Background: an optimization exercise with open tools, aiming at small area, a short achievable clock period and few clock cycles per item. Do not read the settings as production practice. Where RTL was checked, it was by simulation tests only, not by an equivalence proof against the original. No activity file was given, so power comes from the tool's default toggle rates.

// bm_select
module bm_select (
    input  wire        clk,
    input  wire        rst,
    input  wire [11:0] cfg_dmin,
    input  wire [31:0] cfg_tex,
    input  wire [31:0] cfg_uniq,
    input  wire        cfg_sp,
    input  wire        s_valid,
    output wire        s_ready,
    input  wire [32:0] s_cost,
    input  wire        s_eval,
    input  wire        s_last,
    input  wire [32:0] s_text,
    output wire        m_valid,
    input  wire        m_ready,
    output wire [15:0] m_disp
);
==> flow/config.mk <==
export PLATFORM = sky130hd
export DESIGN_NAME = bm_select
export DESIGN_NICKNAME = bm_select
export VERILOG_FILES = /design/flow/design.v
export SDC_FILE = /design/flow/constraint.sdc
export NUM_CORES = 4
export LEC_CHECK = 0
export CAP_MARGIN = 20
export CORE_MARGIN = 2
export CORE_UTILIZATION = 40
export SLEW_MARGIN = 20
==> flow/constraint.sdc <==
create_clock -name core_clock -period 12.0 [get_ports {clk}]
set_input_delay 2.4000 -clock core_clock [delete_from_list [all_inputs] [get_ports {clk}]]
set_output_delay 2.4000 -clock core_clock [all_outputs]
set_load 0.01 [all_outputs]
standard.sh (not shown) runs the stock make flow with config.mk's settings and CLKGATE_MAP_FILE= SYNTH_SCRIPT=/design/flow/synth_recipe.tcl, a recipe that flattens the netlist after the stock synthesis.
==> flow/flow/run.sh <==
#!/bin/bash
# Standard layout, with the post-placement and post-CTS/GRT timing repair asked
# to reach a larger setup slack than the default.
set -euo pipefail
bash standard.sh SETUP_SLACK_MARGIN=8 finish > standard_flow.log 2>&1
Next try:
--- a/flow/design.v
+++ b/flow/design.v
@@ -33,26 +33,26 @@
     reg  [34:0] bS;          
     reg  [32:0] prev;
     reg         pe;
     reg         dvo;         
     reg  [2:0]  dst;         
     reg         ds;          
     reg  [2:0]  dn;          
     reg  [4:0]  q;
     reg  [31:0] U;           
     reg         uq_r;        
     reg         uok;         
     reg         rs;          
-    reg  [42:0] acc;         
-    reg         sat;         
+    reg  [39:0] acc;
+    reg         sat;
     reg         mact;        
     reg  [4:0]  mi;          
     reg  [1:0]  dig;         
     reg  [11:0] dmin_r;
     reg         sp_r;
     reg         t_gt, t_eq, t_ge;
     assign s_ready = srdy;
     assign m_valid = mv;
     assign m_disp  = disp;
     function automatic lt33(input [32:0] a, input [32:0] b);
         integer i;
         reg r;
@@ -148,34 +148,33 @@
                     ds_n   = 1'b0;
                 end
             end
         end
     end
     wire f_we      = proc && (nb ? (fnd && (d2 || (aok && (!hasF || a_lt_f)))) : fupd);
     wire uok_n     = !f_we && !rs && !mact;
     wire bg_done_n = (!found_n || !hasF_n || uok_n) && (!dvo_n || (dst_n == 3'd0 && !ds_n));
     wire srdy_n    = !(fire && s_last) && (!pend_n || (bg_done_n && !mv_n));
     wire [4:0]  mi_n = rs ? mstart : mi - 5'd1;
     wire        v_hi = dig[1];
     wire        v_lo = dig[0];
-    wire [42:0] madd = {acc[40:0], 2'b00} + (v_hi ? {9'd0, B, 1'b0} : 43'd0)
-                                         + (v_lo ? {10'd0, B} : 43'd0);
-    wire        ovf  = sat || (acc[42:40] != 3'd0);    
+    wire [42:0] madd = {1'b0, acc, 2'b00} + (v_hi ? {9'd0, B, 1'b0} : 43'd0)
+                                          + (v_lo ? {10'd0, B} : 43'd0);
     wire [35:0] dx    = dst[2] ? A : ds ? {A[34:0], 1'b0} : {1'b0, bS};
     wire [35:0] dy    = dst[0] ? A : ds ? {1'b0, bS} : {3'b0, B};
     wire        dsub  = !(dst[0] || (ds && A[35]));
     wire [35:0] dsum  = dx + (dsub ? ~dy : dy) + {35'd0, dsub};
     wire        qb    = !dsum[35];
-    wire [40:0] usum   = {2'b0, F, 6'd0} + {3'b0, F, 5'd0} + {6'b0, F, 2'd0} + {1'b0, ~acc[39:0]};
-    wire        uq     = !hasF || (!ovf && uq_r);
+    wire [40:0] usum   = {2'b0, F, 6'd0} + {3'b0, F, 5'd0} + {6'b0, F, 2'd0} + {1'b0, ~acc};
+    wire        uq     = !hasF || (!sat && uq_r);
     wire        tex_ok = t_gt || (t_eq && t_ge);
     wire        pre_ok = found && tex_ok;
     wire [5:0]  qm     = {1'b0, q} - 6'd15;
     wire [4:0]  off    = dvo ? qm[5:1] : 5'd0;
     wire [11:0] d_ok   = dmin_r + {6'd0, p} - {11'd0, off[4]};
     wire [11:0] d_bad  = dmin_r - 12'd1;
     wire [15:0] val_ok  = sp_r ? {d_ok, off[3:0]} : {{4{d_ok[11]}}, d_ok};
     wire [15:0] val_bad = sp_r ? {d_bad, 4'd0}    : {{4{d_bad[11]}}, d_bad};
     always @(posedge clk) begin
         if (rst) begin
             v_r   <= 1'b0;
             k     <= 6'd0;
@@ -213,29 +212,29 @@
             uok   <= uok_n;
         end
     end
     always @(posedge clk) begin
         uq_r <= usum[40];
         if (fin)
             disp <= (pre_ok && uq) ? val_ok : val_bad;
         if (rs || mact) begin
             mi  <= mi_n;
             dig <= {Vx[{mi_n, 1'b1}], Vx[{mi_n, 1'b0}]};
         end
         if (rs) begin
-            acc <= 43'd0;
+            acc <= 40'd0;
             sat <= 1'b0;
         end else if (mact) begin
-            acc <= madd;
-            sat <= ovf;
+            acc <= madd[39:0];
+            sat <= sat || (madd[42:40] != 3'd0);
         end
         if (proc && nb)
             A <= {3'b0, prev};
         else if (dst[2] || ds)
             A <= dsum;
         if (dst[1] || dst[0])
             bS <= dsum[34:0];
         else if (proc && fnd && !d2)
             bS <= {2'b0, c};
         if (ds)
             q <= {q[3:0], qb};
         c_r <= s_cost;
Outcome: Total power goes down by about 0.66%; combinational power stays flat; non-clock buffer count goes down by 32; utilization goes down by 0.33 points; critical path depth goes down by 2; die area goes down by 1.3%; global-route usage goes up by 0.37 points; worst setup slack gains 0.020 ns; final cell count goes down by about 2.2%; area after synthesis goes down by 1.3%; hold slack gains 0.017 ns; routed wire length barely changes; fmax goes up by 0.50%.
No run of this note included a check of the RTL's function; only the layout flow was run.

========
before:
The RTL this note starts from:
==> flow/design.v <==
module bm_select (
    input  wire        clk,
    input  wire        rst,
    input  wire [11:0] cfg_dmin,
    input  wire [31:0] cfg_tex,
    input  wire [31:0] cfg_uniq,
    input  wire        cfg_sp,
    input  wire        s_valid,
    output wire        s_ready,
    input  wire [32:0] s_cost,
    input  wire        s_eval,
    input  wire        s_last,
    input  wire [32:0] s_text,
    output wire        m_valid,
    input  wire        m_ready,
    output wire [15:0] m_disp
);
    reg  [32:0] c_r;         
    reg         e_r, l_r, v_r;
    reg  [5:0]  k;           
    reg         pend;        
    reg         mv;
    reg         srdy;
    reg  [15:0] disp;
    reg         found;
    reg  [32:0] B;
    reg  [5:0]  p;
    reg         d2;          
    reg         hasF;
    reg  [32:0] F;
    reg         aok;
    reg  [35:0] A;           
    reg  [34:0] bS;          
    reg  [32:0] prev;
    reg         pe;
    reg         dvo;         
    reg  [2:0]  dst;         
    reg         ds;          
    reg  [2:0]  dn;          
    reg  [4:0]  q;
    reg  [31:0] U;           
    reg         uq_r;        
    reg         uok;         
    reg         rs;          
    reg  [42:0] acc;         
    reg         sat;         
    reg         mact;        
    reg  [4:0]  mi;          
    reg  [1:0]  dig;         
    reg  [11:0] dmin_r;
    reg         sp_r;
    reg         t_gt, t_eq, t_ge;
    assign s_ready = srdy;
    assign m_valid = mv;
    assign m_disp  = disp;
    function automatic lt33(input [32:0] a, input [32:0] b);
        integer i;
        reg r;
        begin
            r = 1'b0;
            for (i = 0; i < 33; i = i + 1)
                r = (~a[i] & b[i]) | (~a[i] & r) | (b[i] & r);
            lt33 = r;
        end
    endfunction
    function automatic ltt(input [32:0] a, input [32:0] b);
        integer i, w;
        reg [32:0] l, e;
        begin
            l = ~a & b;
            e = ~(a ^ b);
            for (w = 1; w < 33; w = w * 2)
                for (i = 0; i + w < 33; i = i + 2 * w) begin
                    l[i] = l[i + w] | (e[i + w] & l[i]);
                    e[i] = e[i + w] & e[i];
                end
            ltt = l[0];
        end
    endfunction
    wire        fire = s_valid && srdy;
    wire        proc = v_r;
    wire [32:0] c    = c_r;
    wire        k0   = (k == 6'd0);
    wire        fnd  = found && !k0;
    wire        nb   = e_r && (!fnd || lt33(c, B));
    wire        isb  = fnd && !nb && !d2;
    wire        fupd = fnd && !nb && d2 && e_r && (!hasF || lt33(c, F));
    wire        a_lt_f = lt33(A[32:0], F);
    wire        dstart = isb && e_r && aok && sp_r;
    wire mdone   = !rs && !mact;
    wire ovf     = sat || (acc[42:40] != 3'd0);    
    wire ddone   = (dst == 3'd0) && !ds;
    wire bg_done = (!found || !hasF || uok) && (!dvo || ddone);
    wire fin     = pend && bg_done && !mv;
    reg  [5:0] k_n;
    reg        pend_n, mv_n, found_n, d2_n, hasF_n, aok_n, pe_n, dvo_n, rs_n;
    reg  [2:0] dst_n;
    reg        ds_n;
    reg  [2:0] dn_n;
    reg        mact_n;
    wire [32:0] V     = {1'b0, U} + 33'd100;
    wire [33:0] Vx    = {1'b0, V};
    wire [4:0] mstart = V[32]           ? 5'd16 :
                        |V[31:24]       ? 5'd15 :
                        |V[23:16]       ? 5'd11 :
                        |V[15:8]        ? 5'd7  : 5'd3;
    always @* begin
        k_n = k; pend_n = pend; found_n = found; d2_n = d2; hasF_n = hasF;
        aok_n = aok; pe_n = pe; dvo_n = dvo; rs_n = 1'b0; mact_n = mact;
        dst_n = {1'b0, dst[2:1]}; ds_n = ds; dn_n = dn;
        mv_n = fin || (mv && !m_ready);
        if (proc && l_r)    pend_n = 1'b1;
        else if (fin)       pend_n = 1'b0;
        if (rs)                 mact_n = 1'b1;
        else if (mi == 5'd0 || ovf) mact_n = 1'b0;
        if (dst[0]) begin
            ds_n = 1'b1;
            dn_n = 3'd5;
        end else if (ds) begin
            dn_n = dn - 3'd1;
            if (dn == 3'd1) ds_n = 1'b0;
        end
        if (proc) begin
            k_n  = l_r ? 6'd0 : k + 6'd1;
            pe_n = e_r;
            if (nb) begin
                found_n = 1'b1;
                d2_n    = 1'b0;
                hasF_n  = fnd && (d2 || hasF || aok);
                aok_n   = pe && !k0;
                dvo_n   = 1'b0;
                dst_n   = 3'd0;
                ds_n    = 1'b0;
                rs_n    = 1'b1;
            end else begin
                if (k0) begin
                    found_n = 1'b0;
                    hasF_n  = 1'b0;
                    aok_n   = 1'b0;
                    dvo_n   = 1'b0;
                    dst_n   = 3'd0;
                    ds_n    = 1'b0;
                end
                if (fnd)  d2_n   = 1'b1;
                if (fupd) hasF_n = 1'b1;
                if (dstart) begin
                    dvo_n  = 1'b1;
                    dst_n  = 3'b100;
                    ds_n   = 1'b0;
                end
            end
        end
    end
    wire f_we      = proc && (nb ? (fnd && (d2 || (aok && (!hasF || a_lt_f)))) : fupd);
    wire uok_n     = !f_we && !rs && !mact;
    wire bg_done_n = (!found_n || !hasF_n || uok_n) && (!dvo_n || (dst_n == 3'd0 && !ds_n));
    wire srdy_n    = !(fire && s_last) && (!pend_n || (bg_done_n && !mv_n));
    wire [4:0]  mi_n = rs ? mstart : mi - 5'd1;
    wire        v_hi = dig[1];
    wire        v_lo = dig[0];
    wire [42:0] madd = {acc[40:0], 2'b00} + (v_hi ? {9'd0, B, 1'b0} : 43'd0)
                                         + (v_lo ? {10'd0, B} : 43'd0);
    wire [35:0] dx    = dst[2] ? A : ds ? {A[34:0], 1'b0} : {1'b0, bS};
    wire [35:0] dy    = dst[0] ? A : ds ? {1'b0, bS} : {3'b0, B};
    wire        dsub  = !(dst[0] || (ds && A[35]));
    wire [35:0] dsum  = dx + (dsub ? ~dy : dy) + {35'd0, dsub};
    wire        qb    = !dsum[35];
    wire [40:0] usum   = {2'b0, F, 6'd0} + {3'b0, F, 5'd0} + {6'b0, F, 2'd0} + {1'b0, ~acc[39:0]};
    wire        uq     = !hasF || (!ovf && uq_r);
    wire        tex_ok = t_gt || (t_eq && t_ge);
    wire        pre_ok = found && tex_ok;
    wire [5:0]  qm     = {1'b0, q} - 6'd15;
    wire [4:0]  off    = dvo ? qm[5:1] : 5'd0;
    wire [11:0] d_ok   = dmin_r + {6'd0, p} - {11'd0, off[4]};
    wire [11:0] d_bad  = dmin_r - 12'd1;
    wire [15:0] val_ok  = sp_r ? {d_ok, off[3:0]} : {{4{d_ok[11]}}, d_ok};
    wire [15:0] val_bad = sp_r ? {d_bad, 4'd0}    : {{4{d_bad[11]}}, d_bad};
    always @(posedge clk) begin
        if (rst) begin
            v_r   <= 1'b0;
            k     <= 6'd0;
            pend  <= 1'b0;
            mv    <= 1'b0;
            srdy  <= 1'b1;
            found <= 1'b0;
            d2    <= 1'b0;
            hasF  <= 1'b0;
            aok   <= 1'b0;
            pe    <= 1'b0;
            dvo   <= 1'b0;
            dst   <= 3'd0;
            ds    <= 1'b0;
            rs    <= 1'b0;
            mact  <= 1'b0;
            uok   <= 1'b0;
        end else begin
            v_r   <= fire;
            k     <= k_n;
            pend  <= pend_n;
            mv    <= mv_n;
            srdy  <= srdy_n;
            found <= found_n;
            d2    <= d2_n;
            hasF  <= hasF_n;
            aok   <= aok_n;
            pe    <= pe_n;
            dvo   <= dvo_n;
            dst   <= dst_n;
            ds    <= ds_n;
            dn    <= dn_n;
            rs    <= rs_n;
            mact  <= mact_n;
            uok   <= uok_n;
        end
    end
    always @(posedge clk) begin
        uq_r <= usum[40];
        if (fin)
            disp <= (pre_ok && uq) ? val_ok : val_bad;
        if (rs || mact) begin
            mi  <= mi_n;
            dig <= {Vx[{mi_n, 1'b1}], Vx[{mi_n, 1'b0}]};
        end
        if (rs) begin
            acc <= 43'd0;
            sat <= 1'b0;
        end else if (mact) begin
            acc <= madd;
            sat <= ovf;
        end
        if (proc && nb)
            A <= {3'b0, prev};
        else if (dst[2] || ds)
            A <= dsum;
        if (dst[1] || dst[0])
            bS <= dsum[34:0];
        else if (proc && fnd && !d2)
            bS <= {2'b0, c};
        if (ds)
            q <= {q[3:0], qb};
        c_r <= s_cost;
        e_r <= s_eval;
        l_r <= s_last;
        if (srdy) begin
            U      <= cfg_uniq;
            dmin_r <= cfg_dmin;
            sp_r   <= cfg_sp;
            t_gt   <= ltt({17'd0, cfg_tex[31:16]}, {16'd0, s_text[32:16]});
            t_eq   <= s_text[32:16] == {1'b0, cfg_tex[31:16]};
            t_ge   <= !ltt({17'd0, s_text[15:0]}, {17'd0, cfg_tex[15:0]});
        end
        if (proc) begin
            prev   <= c;
            if (nb) begin
                B <= c;
                p <= k;
                if (fnd && (d2 || (aok && (!hasF || a_lt_f))))
                    F <= d2 ? B : A[32:0];
            end else if (fupd)
                F <= c;
        end
    end
endmodule
clock: 12.0 ns
lec_check: 0
cap_margin: 20
core_margin: 2
core_utilization: 65
slew_margin: 20
==> flow/flow/run.sh <==
#!/bin/bash
# Standard layout, with the timing repair asked to reach a larger setup slack
# than the default, and plain buffers on the ports.
set -euo pipefail
bash standard.sh SETUP_SLACK_MARGIN=8 "BUFFER_PORTS_ARGS=-buffer_cell sky130_fd_sc_hd__buf_2" finish > standard_flow.log 2>&1
before | status: complete | timing, DRC, antenna: pass
Testbench counts of before, summed over its fixed seeds: cycles 52,880, pixels 1,280.
Setup changes, before to after
--- a/flow/design.v
+++ b/flow/design.v
@@ -154,13 +154,14 @@
     wire f_we      = proc && (nb ? (fnd && (d2 || (aok && (!hasF || a_lt_f)))) : fupd);
     wire uok_n     = !f_we && !rs && !mact;
     wire bg_done_n = (!found_n || !hasF_n || uok_n) && (!dvo_n || (dst_n == 3'd0 && !ds_n));
     wire srdy_n    = !(fire && s_last) && (!pend_n || (bg_done_n && !mv_n));
     wire [4:0]  mi_n = rs ? mstart : mi - 5'd1;
-    wire        v_hi = dig[1];
-    wire        v_lo = dig[0];
-    wire [42:0] madd = {acc[40:0], 2'b00} + (v_hi ? {9'd0, B, 1'b0} : 43'd0)
+    wire        v_hi = dig[1] && !rs;
+    wire        v_lo = dig[0] && !rs;
+    wire [40:0] acc_e = rs ? 41'd0 : acc[40:0];
+    wire [42:0] madd = {acc_e, 2'b00} + (v_hi ? {9'd0, B, 1'b0} : 43'd0)
                                          + (v_lo ? {10'd0, B} : 43'd0);
     wire [35:0] dx    = dst[2] ? A : ds ? {A[34:0], 1'b0} : {1'b0, bS};
     wire [35:0] dy    = dst[0] ? A : ds ? {1'b0, bS} : {3'b0, B};
     wire        dsub  = !(dst[0] || (ds && A[35]));
     wire [35:0] dsum  = dx + (dsub ? ~dy : dy) + {35'd0, dsub};
@@ -219,16 +220,13 @@
             disp <= (pre_ok && uq) ? val_ok : val_bad;
         if (rs || mact) begin
             mi  <= mi_n;
             dig <= {Vx[{mi_n, 1'b1}], Vx[{mi_n, 1'b0}]};
         end
-        if (rs) begin
-            acc <= 43'd0;
-            sat <= 1'b0;
-        end else if (mact) begin
+        if (rs || mact) begin
             acc <= madd;
-            sat <= ovf;
+            sat <= ovf && !rs;
         end
         if (proc && nb)
             A <= {3'b0, prev};
         else if (dst[2] || ds)
             A <= dsum;
--- outcome ---
- [after] fraction of area in registers rose 1.0 points relative to before
- Routed wire length in after is 1.9 mm above before.
- Est. power | after vs before | after lower
- The combined area of all synthesized cells of after exceeds that of before by 0.55%.
- Summary of after over before: clock network fraction of design power increased 6.6 points, post-route standard cell area excluding fillers went up by 1.3%.
Only the layout flow was run in after; the RTL was not checked for function there.

==> static timing again, ports no longer ideal <==
No port has a modelled driver above. Below, the same layouts with a new extraction and two added sets of constraints. Step 1 sets driving cells, clkbuf_16 on the clock port and buf_2 on the other inputs (assumed; they add their load-dependent delay and slew). Step 2, shift: input delay + t, output delay - t, t = (earliest + latest rising clock arrival at the registers) / 2. This alone moves slack from input paths to output paths. Slacks: ideal ports / drivers / drivers and shift; pairs: ideal ports / drivers.
run | t, ns | slack for setup (ns) | hold slack, ns | worst setup path after step 2 | pins driven straight from the clock port
the first run of note 1 | 0.641 | 7.952 / 7.952 / 7.506 | 0.457 / 0.457 / 0.457 | input to register | 1
the second run of note 1 | 0.639 | 7.972 / 7.972 / 7.476 | 0.473 / 0.473 / 0.473 | input to register | 1
before | 0.609 | 8.044 / 8.042 / 7.792 | 0.479 / 0.479 / 0.479 | input to register | 1
after | 0.631 | 7.931 / 7.931 / 7.545 | 0.488 / 0.488 / 0.488 | input to register | 1
After both steps setup and hold are still met in every run listed. The setup slack of the second run of note 1, which loses most, moves by 0.000 ns with the drivers and by -0.496 ns with both steps.
